From an optimization exercise on the open Yosys and OpenROAD flow, aimed at small area, a short achievable clock period and few clock cycles per item; shortcuts taken in it are not production practice.
The RTL was checked by simulation tests, not by an equivalence proof against the original design.
Power is estimated from default activity; no workload was simulated.

==> try-zinc <==
==> flow/design.v (excerpt) <==
module sweep_decoder (
    input  wire        clk,
    input  wire        rst,
    input  wire [16:0] tap0,
    input  wire [16:0] tap1,
    input  wire        in_valid,
    output wire        in_ready,
    input  wire [7:0]  in_data,
    output wire        out_valid,
    input  wire        out_ready,
    output wire [63:0] out_chips,
    output reg  [7:0]  out_nsym,
    output reg         out_ovf,
    output reg         out_excl,
    output reg         out_skip0,
    output wire        out_found,
    output wire        out_poly,
    output wire [3:0]  out_offset,
    output wire [5:0]  out_window,
    output wire [2:0]  out_thr,
    output wire [5:0]  out_dist0,
    output wire [5:0]  out_dist1
);
    reg  held;                  
    reg  ovalid;
    wire mat_busy;
    wire res_idle;
    wire last_pop;
    wire fast, ovf;
    reg  mcur;                  
    reg  rel;                   
    wire mfree   = !mat_busy && !ovalid && !rel;
    reg  handoff;
    always @(posedge clk)
        handoff <= !rst && !handoff && held && res_idle && !ovalid && !rel && (mcur || mfree);
    wire early   = fast && !mcur && mfree && !held;
    wire mstart  = early || (handoff && !mcur && !ovf);
    wire mzap    = handoff && ovf;
    always @(posedge clk) begin
  ...
make LEC_CHECK=0 CAP_MARGIN=20 CORE_MARGIN=2 CORE_UTILIZATION=40 SETUP_SLACK_MARGIN=5 SLEW_MARGIN=20 finish   # period 10.0 ns
run.sh (not shown) runs the stock make flow with config.mk's settings and CLKGATE_MAP_FILE= SYNTH_SCRIPT=/design/flow/synth_recipe.tcl, a recipe that flattens the netlist after the stock synthesis.
==> try-nickel (differences from try-zinc) <==
--- a/flow/design.v
+++ b/flow/design.v
@@ -115,12 +115,11 @@
             base  <= 5'd0;
             count <= 10'd0;
             c_ok  <= 1'b0;
         end else begin
             count <= count_n;
-            c_ok  <= (detail_step ? (two ? count < 10'd125 : count < 10'd126)
-                                  : (count != 10'd0 && count < 10'd127));
+            c_ok  <= count_n != 10'd0 && count_n < 10'd127;
             if (detail_step) begin
                 sym_v   <= 1'b1;
                 sym     <= s1;
                 sym_is1 <= i1;
                 sym2_v  <= two;
@@ -135,17 +134,23 @@
             end else if (detail_step) begin
                 base <= 5'd0 - {2'd0, jl};
             end
         end
     end
-    reg ovf_r;
+    reg       ovf_r;
+    reg [7:0] nsym_r;
     always @(posedge clk) begin
-        if (rst || restart) ovf_r <= 1'b0;
-        else if (pcv && count + {6'd0, pcr} > 10'd128) ovf_r <= 1'b1;
+        if (rst || restart) begin
+            ovf_r  <= 1'b0;
+            nsym_r <= 8'd0;
+        end else begin
+            ovf_r  <= count_n > 10'd128;
+            nsym_r <= (count_n > 10'd128) ? 8'd0 : count_n[7:0];
+        end
     end
     assign ovf  = ovf_r;
-    assign nsym = count[7:0];
+    assign nsym = nsym_r;
 endmodule
 module sd_resolver (
     input  wire        clk,
     input  wire        rst,
     input  wire        restart,     
@@ -342,121 +347,119 @@
         for (o = 8; o >= 0; o = o - 1)
             if (mt[o]) begin
                 hit = 1'b1; ho = o; hp = (d1[o] < d0[o]);
             end
     end
-    reg  fin;               
-    wire done2 = s2v && pass2 && t21 == send;
-    wire ld    = start || fin;
     always @(posedge clk) begin
-        if (rst || zap) begin
+        if (rst) begin
             busy <= 1'b0;
             run1 <= 1'b0;
             s2v  <= 1'b0;
             chk  <= 1'b0;
-            fin  <= 1'b0;
+        end else if (zap) begin
+            busy   <= 1'b0;
+            run1   <= 1'b0;
+            s2v    <= 1'b0;
+            chk    <= 1'b0;
+            chips  <= 64'd0;
+            found  <= 1'b0;
+            poly   <= 1'b0;
+            offset <= 4'd2;
+            window <= 6'd9;
+            thr    <= 3'd1;
+            dist0  <= 6'd0;
+            dist1  <= 6'd0;
         end else if (start) begin
             busy  <= 1'b1;
             pass2 <= 1'b0;
             run1  <= 1'b1;
             s2v   <= 1'b0;
             chk   <= 1'b0;
-            fin   <= 1'b0;
-        end else begin
-            chk <= !pass2 && s2v && chk_n;
-            fin <= !pass2 && s2v && t21 == 6'd47;
-            if (fin) begin
-                pass2 <= 1'b1;
-                run1  <= 1'b1;
-            end else if (run1 && tau == 6'd46) begin
-                run1 <= 1'b0;
-            end
-            s2v <= run1;
-            if (done2) begin
-                busy <= 1'b0;
-                run1 <= 1'b0;
-                s2v  <= 1'b0;
-            end
-        end
-    end
-    always @(posedge clk) begin
-        if (ld) begin
-            tau <= 6'd0;
-            act <= start ? chips_in[46] : chips[46];
-            l0  <= start ? chips_in[63:47] : chips[63:47];
-            l1  <= start ? chips_in[63:47] : chips[63:47];
-            z0  <= 17'd1;
-            z1  <= 17'd1;
-        end else if (run1) begin
-            tau <= tau1;
-            act <= chips[6'd45 - tau];
-            l0  <= {l0[15:0], y0};
-            l1  <= {l1[15:0], y1};
-            z0  <= {z0[15:0], ^(z0 & tap0)};
-            z1  <= {z1[15:0], ^(z1 & tap1)};
-        end
-        g0 <= y0 ^ act;
-        g1 <= y1 ^ act;
-        t2 <= tau;
-    end
-    always @(posedge clk) begin
-        h        <= h_n;
-        tend     <= t21;
-        last_grp <= (t21 == 6'd11);
-        if (start) begin
+            tau   <= 6'd0;
+            act   <= chips_in[46];
+            chips <= chips_in;
+            l0    <= chips_in[63:47];
+            l1    <= chips_in[63:47];
+            z0    <= 17'd1;
+            z1    <= 17'd1;
             for (o = 0; o < 9; o = o + 1) begin
                 d0[o] <= 3'd0;
                 d1[o] <= 3'd0;
             end
-        end else if (s2v) begin
-            for (o = 0; o < 9; o = o + 1) begin
-                if (t2 >= o) begin
-                    if (d0[o] != 3'd7) d0[o] <= d0[o] + {2'd0, x0[o]};
-                    if (d1[o] != 3'd7) d1[o] <= d1[o] + {2'd0, x1[o]};
+        end else if (busy) begin
+            if (run1) begin
+                tau <= tau1;
+                act <= chips[6'd45 - tau];
+                l0  <= {l0[15:0], y0};
+                l1  <= {l1[15:0], y1};
+                z0  <= {z0[15:0], ^(z0 & tap0)};
+                z1  <= {z1[15:0], ^(z1 & tap1)};
+                g0  <= y0 ^ act;
+                g1  <= y1 ^ act;
+                t2  <= tau;
+                s2v <= 1'b1;
+                if (tau == 6'd46) run1 <= 1'b0;
+            end else begin
+                s2v <= 1'b0;
+            end
+            chk      <= !pass2 && s2v && chk_n;
+            h        <= h_n;
+            tend     <= t21;
+            last_grp <= (t21 == 6'd11);
+            if (s2v) begin
+                for (o = 0; o < 9; o = o + 1) begin
+                    if (t2 >= o) begin
+                        if (d0[o] != 3'd7) d0[o] <= d0[o] + {2'd0, x0[o]};
+                        if (d1[o] != 3'd7) d1[o] <= d1[o] + {2'd0, x1[o]};
+                    end
+                    if (o < 8 && t2 == o) begin
+                        e0[o] <= x0[o];
+                        e1[o] <= x1[o];
+                    end
                 end
-                if (o < 8 && t2 == o) begin
-                    e0[o] <= x0[o];
-                    e1[o] <= x1[o];
+                if (pass2 && t2 >= {2'd0, so}) begin
+                    dist0 <= dist0 + {5'd0, sx0};
+                    dist1 <= dist1 + {5'd0, sx1};
+                end
+                if (pass2 && t21 == send) begin
+                    busy <= 1'b0;
+                    run1 <= 1'b0;
+                    s2v  <= 1'b0;
                 end
-            end
-        end
-        if (zap || fin) begin
-            dist0 <= 6'd0;
-            dist1 <= 6'd0;
-        end else if (s2v && pass2 && t2 >= {2'd0, so}) begin
-            dist0 <= dist0 + {5'd0, sx0};
-            dist1 <= dist1 + {5'd0, sx1};
-        end
-    end
-    always @(posedge clk) begin
-        if (zap) begin
-            found  <= 1'b0;
-            poly   <= 1'b0;
-            offset <= 4'd2;
-            thr    <= 3'd1;
-            window <= 6'd9;
-        end else begin
-            if (chk && hit) begin
-                found  <= 1'b1;
-                poly   <= hp;
-                offset <= ho;
-                thr    <= h;
-                so     <= ho;
-                send   <= tend;
-            end else if (chk && last_grp) begin
-                found  <= 1'b0;
-                poly   <= 1'b0;
-                offset <= 4'd2;
-                thr    <= 3'd1;
-                so     <= 4'd1;
-                send   <= 6'd11;
             end
             if (pass2)
                 window <= found ? send - {2'd0, so} : 6'd9;
+            if (chk) begin
+                if (hit) begin
+                    found  <= 1'b1;
+                    poly   <= hp;
+                    offset <= ho;
+                    thr    <= h;
+                    so     <= ho;
+                    send   <= tend;
+                end else if (last_grp) begin
+                    found  <= 1'b0;
+                    poly   <= 1'b0;
+                    offset <= 4'd2;
+                    thr    <= 3'd1;
+                    so     <= 4'd1;
+                    send   <= 6'd11;
+                end
+                if (!run1 && !s2v) begin
+                    pass2 <= 1'b1;
+                    run1  <= 1'b1;
+                    tau   <= 6'd0;
+                    act   <= chips[46];
+                    l0    <= chips[63:47];
+                    l1    <= chips[63:47];
+                    z0    <= 17'd1;
+                    z1    <= 17'd1;
+                    dist0 <= 6'd0;
+                    dist1 <= 6'd0;
+                end
+            end
         end
-        if (zap)        chips <= 64'd0;
-        else if (start) chips <= chips_in;
     end
 endmodule
 module sweep_decoder (
     input  wire        clk,
     input  wire        rst,
@@ -567,11 +570,11 @@
         .dist0    (out_dist0),
         .dist1    (out_dist1)
     );
     always @(posedge clk) begin
         if (handoff) begin
-            out_nsym  <= ovf ? 8'd0 : nsym;
+            out_nsym  <= nsym;
             out_ovf   <= ovf;
             out_excl  <= excl && !ovf;
             out_skip0 <= skip0 && !ovf;
         end
     end
==> comparison <==
try-nickel finished with timing, DRC and antenna clean. try-zinc passed the timing, design-rule and antenna checks.
Against try-zinc, the cell count of try-nickel is lower by 4.8%.
In try-zinc the power is higher than in try-nickel, by about 18%.
Between try-nickel and try-zinc, the lower hold slack is in try-nickel (gap 0.015 ns).
In try-zinc the clock-buffer cell count is lower than in try-nickel, by 15.
Against try-nickel, the via count of try-zinc is higher by 1.0%.
Of try-zinc and try-nickel, try-zinc has the higher register-to-register slack (gap 0.13 ns).
==> figures <==
Number of global-route vias before repair: try-zinc 21,100; try-nickel 21,500
Length of routed met2 wiring: try-zinc 34.7 mm; try-nickel 37.8 mm
Proportion of synthesized area in mux cells: try-zinc 0.0448; try-nickel 0.0457
Clock latency of the later-clocked register in the worst-skew pair: try-zinc 0.61 ns; try-nickel 0.63 ns
TritonCTS Buffers: try-zinc 49; try-nickel 52
Number of unique standard cell types used by synthesis: try-zinc 97; try-nickel 95
End of the worst register-to-register path: try-zinc u_cls.count[5]; try-nickel u_cls.ovf_r
Post-detailed-route via-to-cell ratio: try-zinc 5.64; try-nickel 5.86
Run status: try-zinc no timing/DRC/antenna violations; try-nickel no timing/DRC/antenna violations
Final-layout fill cell count: try-zinc 6,092; try-nickel 6,150
Nets in the synthesized netlist: try-zinc 3,129; try-nickel 2,884
Post-synth top flop: try-zinc sky130_fd_sc_hd__dfxtp_1; try-nickel sky130_fd_sc_hd__edfxtp_1
Fraction of area in registers: try-zinc 0.344; try-nickel 0.396
Testbench counts of try-zinc, summed over its fixed seeds: cycles 13,543, items 96.
Testbench counts of try-nickel, summed over its fixed seeds: cycles 13,543, items 96.

==> re-timing with driven ports <==
Ports are ideal in the flow. The routed layouts listed here were re-timed in OpenROAD. Step 1, drivers: a clkbuf_16 drives clk and a buf_2 each remaining input, both assumed. Step 2 moves the port delays by t, midway between the first and last clock arrival at a register: inputs arrive t later, outputs are due t later. That takes back most of the time a late clock gives input paths. Slacks: ideal ports / drivers / drivers and shift; pairs: ideal ports / drivers.
| run | t, ns | slack for setup (ns) | clock arrival spread, ns | worst data-port slew with drivers (ns) |
|---|---|---|---|---|
| try-zinc | 0.655 | 5.395 / 5.395 / 5.395 | 0.027 / 0.028 | 0.04 |
| try-nickel | 0.679 | 5.270 / 5.270 / 5.078 | 0.034 / 0.034 | 0.05 |
After both steps every run listed still meets setup and hold. For try-nickel, which loses most, drivers alone change the setup slack by 0.000 ns; drivers and shift together by -0.192 ns.
